What follows belongs to an exercise in optimizing a design on an open flow for small area and a short achievable clock period; a production flow would make more cautious choices. Function was checked by simulation only, so behaviour that the tests miss may differ from the original. Power is estimated from default activity; no workload was simulated.

== north ==
Design rdm630_core, start of the top module:
module rdm630_core (
    input  wire         clk,
    input  wire         rst,         
    input  wire         rx_valid,
    input  wire [7:0]   rx_data,
    output wire         rx_ready,
    input  wire         eval,
    output wire         res_valid,
    output wire [1:0]   res,
    output wire         fvalid,
    output wire [111:0] frame,
    output wire         xst,
    output wire [39:0]  card,
    output wire [7:0]   csum,
    output wire [7:0]   p6
);
Size: about 540 cells after synthesis, roughly 230 flip-flops, roughly 190 I/O pins.
clock: 10.0 ns
lec_check: 0
abc_area: 1
cap_margin: 20
core_margin: 2
core_utilization: 40
cts_buf_list: sky130_fd_sc_hd__clkbuf_16
cts_cluster_diameter: 80
cts_cluster_size: 35
setup_slack_margin: 5
slew_margin: 20
synth_hierarchical: 1
synth_minimum_keep_size: 0
standard.sh (not shown) runs the stock make flow with config.mk's settings and CLKGATE_MAP_FILE= SYNTH_SCRIPT=/design/flow/synth_recipe.tcl, a recipe that flattens the netlist after the stock synthesis.
==> flow/flow/run.sh <==
#!/bin/bash
set -euo pipefail
bash standard.sh \
    "BUFFER_PORTS_ARGS=-buffer_cell sky130_fd_sc_hd__buf_1" \
    finish > flow_make.log 2>&1
--- input diff north..south ---
# north
export LEC_CHECK = 0
export ABC_AREA = 1
export CAP_MARGIN = 20
export CORE_MARGIN = 2
export CORE_UTILIZATION = 40
export CTS_BUF_LIST = sky130_fd_sc_hd__clkbuf_16
export CTS_CLUSTER_DIAMETER = 80
export CTS_CLUSTER_SIZE = 35
export SETUP_SLACK_MARGIN = 5
export SLEW_MARGIN = 20
export SYNTH_HIERARCHICAL = 1
export SYNTH_MINIMUM_KEEP_SIZE = 0
create_clock -name core_clock -period 10.0 [get_ports {clk}]
# south
export LEC_CHECK = 0
export ABC_AREA = 1
export CAP_MARGIN = 20
export CORE_MARGIN = 2
export CORE_UTILIZATION = 55
export CTS_BUF_LIST = sky130_fd_sc_hd__clkbuf_16
export CTS_CLUSTER_DIAMETER = 80
export CTS_CLUSTER_SIZE = 30
export SETUP_SLACK_MARGIN = 5
export SLEW_MARGIN = 20
export SYNTH_HIERARCHICAL = 1
export SYNTH_MINIMUM_KEEP_SIZE = 0
create_clock -name core_clock -period 10.0 [get_ports {clk}]
==> summary.txt <==
Diff north..south | part of the cycle the worst path needs | negligible. Against north, routed wire length in south fell by a little under 10%. Cells: south has fewer instances than north. Between south and north, the share of the synthesized area in compound gates (AO/OA/AOI/OAI) does not differ in any meaningful way. Side by side, via count turned out lower in south than in north.
[inputs] east vs south
# south
export LEC_CHECK = 0
export ABC_AREA = 1
export CAP_MARGIN = 20
export CORE_MARGIN = 2
export CORE_UTILIZATION = 55
export CTS_BUF_LIST = sky130_fd_sc_hd__clkbuf_16
export CTS_CLUSTER_DIAMETER = 80
export CTS_CLUSTER_SIZE = 30
export SETUP_SLACK_MARGIN = 5
export SLEW_MARGIN = 20
export SYNTH_HIERARCHICAL = 1
export SYNTH_MINIMUM_KEEP_SIZE = 0
create_clock -name core_clock -period 10.0 [get_ports {clk}]
# east
export LEC_CHECK = 0
export ABC_AREA = 1
export CAP_MARGIN = 20
export CORE_MARGIN = 2
export CORE_UTILIZATION = 60
export CTS_BUF_LIST = sky130_fd_sc_hd__clkbuf_16
export CTS_CLUSTER_DIAMETER = 80
export CTS_CLUSTER_SIZE = 30
export PLACE_DENSITY = 0.8
export SETUP_SLACK_MARGIN = 5
export SLEW_MARGIN = 20
export SYNTH_HIERARCHICAL = 1
export SYNTH_MINIMUM_KEEP_SIZE = 0
create_clock -name core_clock -period 10.0 [get_ports {clk}]
- End point of the critical path = res[1]: south; end point of the critical path = res[0]: east
- Going from south to east, later-pin clock latency in the skew report essentially unchanged; overall power consumption essentially unchanged; flip-flop and latch count essentially unchanged.

---

== job 1248 ==
The RTL this note starts from:
==> flow/design.v <==
module rdm630_core (
    input  wire         clk,
    input  wire         rst,         
    input  wire         rx_valid,
    input  wire [7:0]   rx_data,
    output wire         rx_ready,
    input  wire         eval,
    output wire         res_valid,
    output wire [1:0]   res,
    output wire         fvalid,
    output wire [111:0] frame,
    output wire         xst,
    output wire [39:0]  card,
    output wire [7:0]   csum,
    output wire [7:0]   p6
);
    localparam [7:0] START_B = 8'h02;
    localparam [7:0] END_B   = 8'h03;
    reg [4:0]   cursor;      
    reg         in_frame;
    reg         ok;          
    reg [7:0]   buf_q [0:13];
    reg [111:0] frame_q;     
    reg         fvalid_q;
    wire full = cursor[4];                   
    assign rx_ready = !full && !rst;
    wire fire     = rx_valid && rx_ready;
    wire is_start = (rx_data == START_B);
    wire is_end   = (rx_data == END_B);
    wire is_hex   = ((rx_data >= 8'h30) && (rx_data <= 8'h39)) ||
                    ((rx_data >= 8'h41) && (rx_data <= 8'h46));
    wire st    = fire && is_start;               
    wire app   = fire && in_frame && !is_start;  
    wire c13 = (cursor == 5'd13);
    wire c14 = (cursor == 5'd14);
    wire c15 = (cursor >= 5'd15);
    wire [4:0] cursor_rx   = st ? 5'd1 : app ? cursor + 5'd1 : cursor;
    wire       in_frame_rx = st ? 1'b1 : (app && is_end) ? 1'b0 : in_frame;
    wire       ok_rx       = st ? 1'b1 :
                             app ? (ok && (c13 ? is_end : is_hex)) : ok;
    wire [13:0] we;
    genvar g;
    generate
        for (g = 0; g < 14; g = g + 1) begin : g_we
            if (g == 0)
                assign we[g] = st || (app && cursor == 5'd0);
            else
                assign we[g] = app && (cursor == g);
        end
    endgenerate
    wire do_eval = eval && !rst;
    wire mark  = (rx_data[7:1] == 7'b0000001);       
    wire apnd  = in_frame && !full;                  
    wire [1:0] r0 = c15 ? 2'd3 : c14 ? (ok ? 2'd1 : 2'd2) : 2'd0;
    wire [1:0] ra = (c14 || c15) ? 2'd3 : c13 ? 2'd2 : 2'd0;   
    wire [1:0] re = (c14 || c15) ? 2'd3 : c13 ? (ok ? 2'd1 : 2'd2) : 2'd0;
    wire [1:0] pn = apnd ? ra : r0;
    wire [1:0] pe = apnd ? re : r0;
    wire [1:0] ps = full ? r0 : 2'd0;
    wire [1:0] res_mark  = !rx_valid ? r0 : rx_data[0] ? pe : ps;
    wire [1:0] res_other = !rx_valid ? r0 : pn;
    assign res_valid = do_eval;
    assign res = mark ? res_mark : res_other;
    wire cap  = do_eval && (cursor_rx == 5'd14);
    wire over = do_eval && (cursor_rx >  5'd14);
    always @(posedge clk) begin
        if (rst) begin
            cursor   <= 5'd0;
            in_frame <= 1'b0;
            fvalid_q <= 1'b0;
            ok       <= 1'b0;
        end else begin
            in_frame <= in_frame_rx;
            if (cap || over) begin
                cursor   <= 5'd0;
                ok       <= 1'b0;
                fvalid_q <= cap && ok_rx;
            end else begin
                cursor   <= cursor_rx;
                ok       <= ok_rx;
            end
        end
    end
    integer i;
    always @(posedge clk) begin
        for (i = 0; i < 14; i = i + 1)
            if (we[i])
                buf_q[i] <= rx_data;
    end
    wire [7:0] byte13 = we[13] ? rx_data : buf_q[13];
    always @(posedge clk) begin
        if (cap) begin
            for (i = 0; i < 13; i = i + 1)
                frame_q[111-8*i -: 8] <= buf_q[i];
            frame_q[7:0] <= byte13;
        end
    end
    assign fvalid = fvalid_q;
    assign xst    = !fvalid_q;
    assign frame  = frame_q;
    function [3:0] hexval;
        input [7:0] c;
        begin
            hexval = {c[3] | c[6],
                      c[2] | (c[6] & c[1] & c[0]),
                      c[1] ^ (c[6] & c[0]),
                      c[0] ^ c[6]};
        end
    endfunction
    wire [7:0] pair [0:5];
    generate
        for (g = 0; g < 6; g = g + 1) begin : g_pair
            assign pair[g] = {hexval(frame_q[111-8*(1+2*g) -: 8]),
                              hexval(frame_q[111-8*(2+2*g) -: 8])};
        end
        for (g = 0; g < 5; g = g + 1) begin : g_card
            assign card[39-8*g -: 8] = pair[g];
        end
    endgenerate
    assign csum = pair[0] ^ pair[1] ^ pair[2] ^ pair[3] ^ pair[4];
    assign p6   = pair[5];
endmodule
clock: 10.0 ns
lec_check: 0
cap_margin: 20
core_margin: 2
core_utilization: 40
slew_margin: 20
==> flow/flow/run.sh <==
#!/bin/bash
set -euo pipefail
bash standard.sh \
    "BUFFER_PORTS_ARGS=-buffer_cell sky130_fd_sc_hd__buf_1" \
    "SETUP_SLACK_MARGIN=5" \
    "CTS_CLUSTER_SIZE=30" \
    "CTS_CLUSTER_DIAMETER=80" \
    "CTS_BUF_LIST=sky130_fd_sc_hd__clkbuf_16" \
    finish > flow_make.log 2>&1
Job 1248 did not stop at any stage, and its layout met the timing, DRC and antenna checks.
diff inputs: job 1248 => job 2712
diff --git a/flow/flow/run.sh b/flow/flow/run.sh
--- a/flow/flow/run.sh
+++ b/flow/flow/run.sh
@@ -5 +5 @@
-    "SETUP_SLACK_MARGIN=5" \
+    "SETUP_SLACK_MARGIN=6" \
@@ -8,0 +9,2 @@
+    "ABC_AREA=1" \
+    "CORE_UTILIZATION=65" \
[summary]
- Comparing job 1248 and job 2712, floorplan die area is lower on job 2712.
- Diff job 1248 -> job 2712: setup slack after placement went down, synthesized cell count went up 24%.
- In the reports for job 1248 and job 2712, the larger total power belongs to job 1248.
- Compared to job 1248, job 2712 has via count of the routed design about 14% higher.
- Setup slack: job 2712 more than job 1248
- Relative to job 1248, global-route usage has increased by 9.7 points in job 2712.
- Compared job 2712 vs job 1248, and number of rows created at floorplan is down in job 2712.
- The critical path startpoint comes out rx_data[7] in one run and rx_data[0] in the other, namely in job 1248 and job 2712 respectively.
## Diff of input files: job 259 against job 2712
- ABC_AREA: unset -> 1
- CTS_BUF_LIST: unset -> sky130_fd_sc_hd__clkbuf_16
- CTS_CLUSTER_DIAMETER: unset -> 80
- CTS_CLUSTER_SIZE: unset -> 30
- SETUP_SLACK_MARGIN: unset -> 5
==> flow/flow/run.sh <==
#!/bin/bash
set -euo pipefail
bash standard.sh \
    "BUFFER_PORTS_ARGS=-buffer_cell sky130_fd_sc_hd__buf_1" \
    "SETUP_SLACK_MARGIN=5.3" \
    finish > flow_make.log 2>&1
Results
Looking at estimated wirelength of the detail-placed design, job 259 sits above job 2712.
met3 global-route usage sits lower in job 259 than in job 2712.
Comparing job 259 and job 2712, the lower peak ir drop on the vdd network was measured on job 2712.
#### Input delta (job 5200 over job 259)
diff --git a/flow/flow/run.sh b/flow/flow/run.sh
--- a/flow/flow/run.sh
+++ b/flow/flow/run.sh
@@ -5 +4,0 @@
-    "SETUP_SLACK_MARGIN=5.3" \
Power went down by a few percent going from job 259 to job 5200. Cmp job 5200 and job 259 / fraction of area in registers / higher: job 5200. Of job 5200 and job 259, job 5200 shows the higher top fanout value on the critical path, with job 259 below it. Between job 5200 and job 259, the relative area change from synthesis to final layout is lower for job 5200.

-- separate check: timing with driven ports --
In the flow no input, the clock included, has a driving cell. The finished layouts below were timed again as built, in two steps.
Step 1 assumes that a clkbuf_16 drives the clock port and a buf_2 every other input.
Step 2 times the ports against the registers' clock, not the clock port: input delays grow and output delays shrink by t, the midpoint of the rising clock arrivals with the driver on.
Slacks: ideal ports / drivers / drivers and shift; pairs: ideal ports / drivers.
run | t (ns) | setup slack, ns | slew at the worst register clock pin (ns) | worst data-port slew with drivers (ns) | pins driven straight from the clock port
north | 0.494 | 5.089 / 5.064 / 4.901 | 0.12 / 0.12 | 0.03 | 1
south | 0.489 | 5.102 / 5.083 / 5.083 | 0.11 / 0.11 | 0.03 | 1
east | 0.484 | 5.065 / 5.022 / 5.022 | 0.11 / 0.11 | 0.04 | 1
job 1248 | 0.502 | 4.738 / 4.713 / 4.713 | 0.11 / 0.11 | 0.05 | 1
job 2712 | 0.488 | 4.957 / 4.912 / 4.912 | 0.11 / 0.11 | 0.06 | 1
job 259 | 0.505 | 4.927 / 4.894 / 4.894 | 0.11 / 0.11 | 0.05 | 1
job 5200 | 0.491 | 5.018 / 4.968 / 4.858 | 0.11 / 0.11 | 0.06 | 1
After both steps setup and hold are still met in every run listed. For north, which loses most, drivers alone change the setup slack by -0.025 ns; drivers and shift together by -0.188 ns.
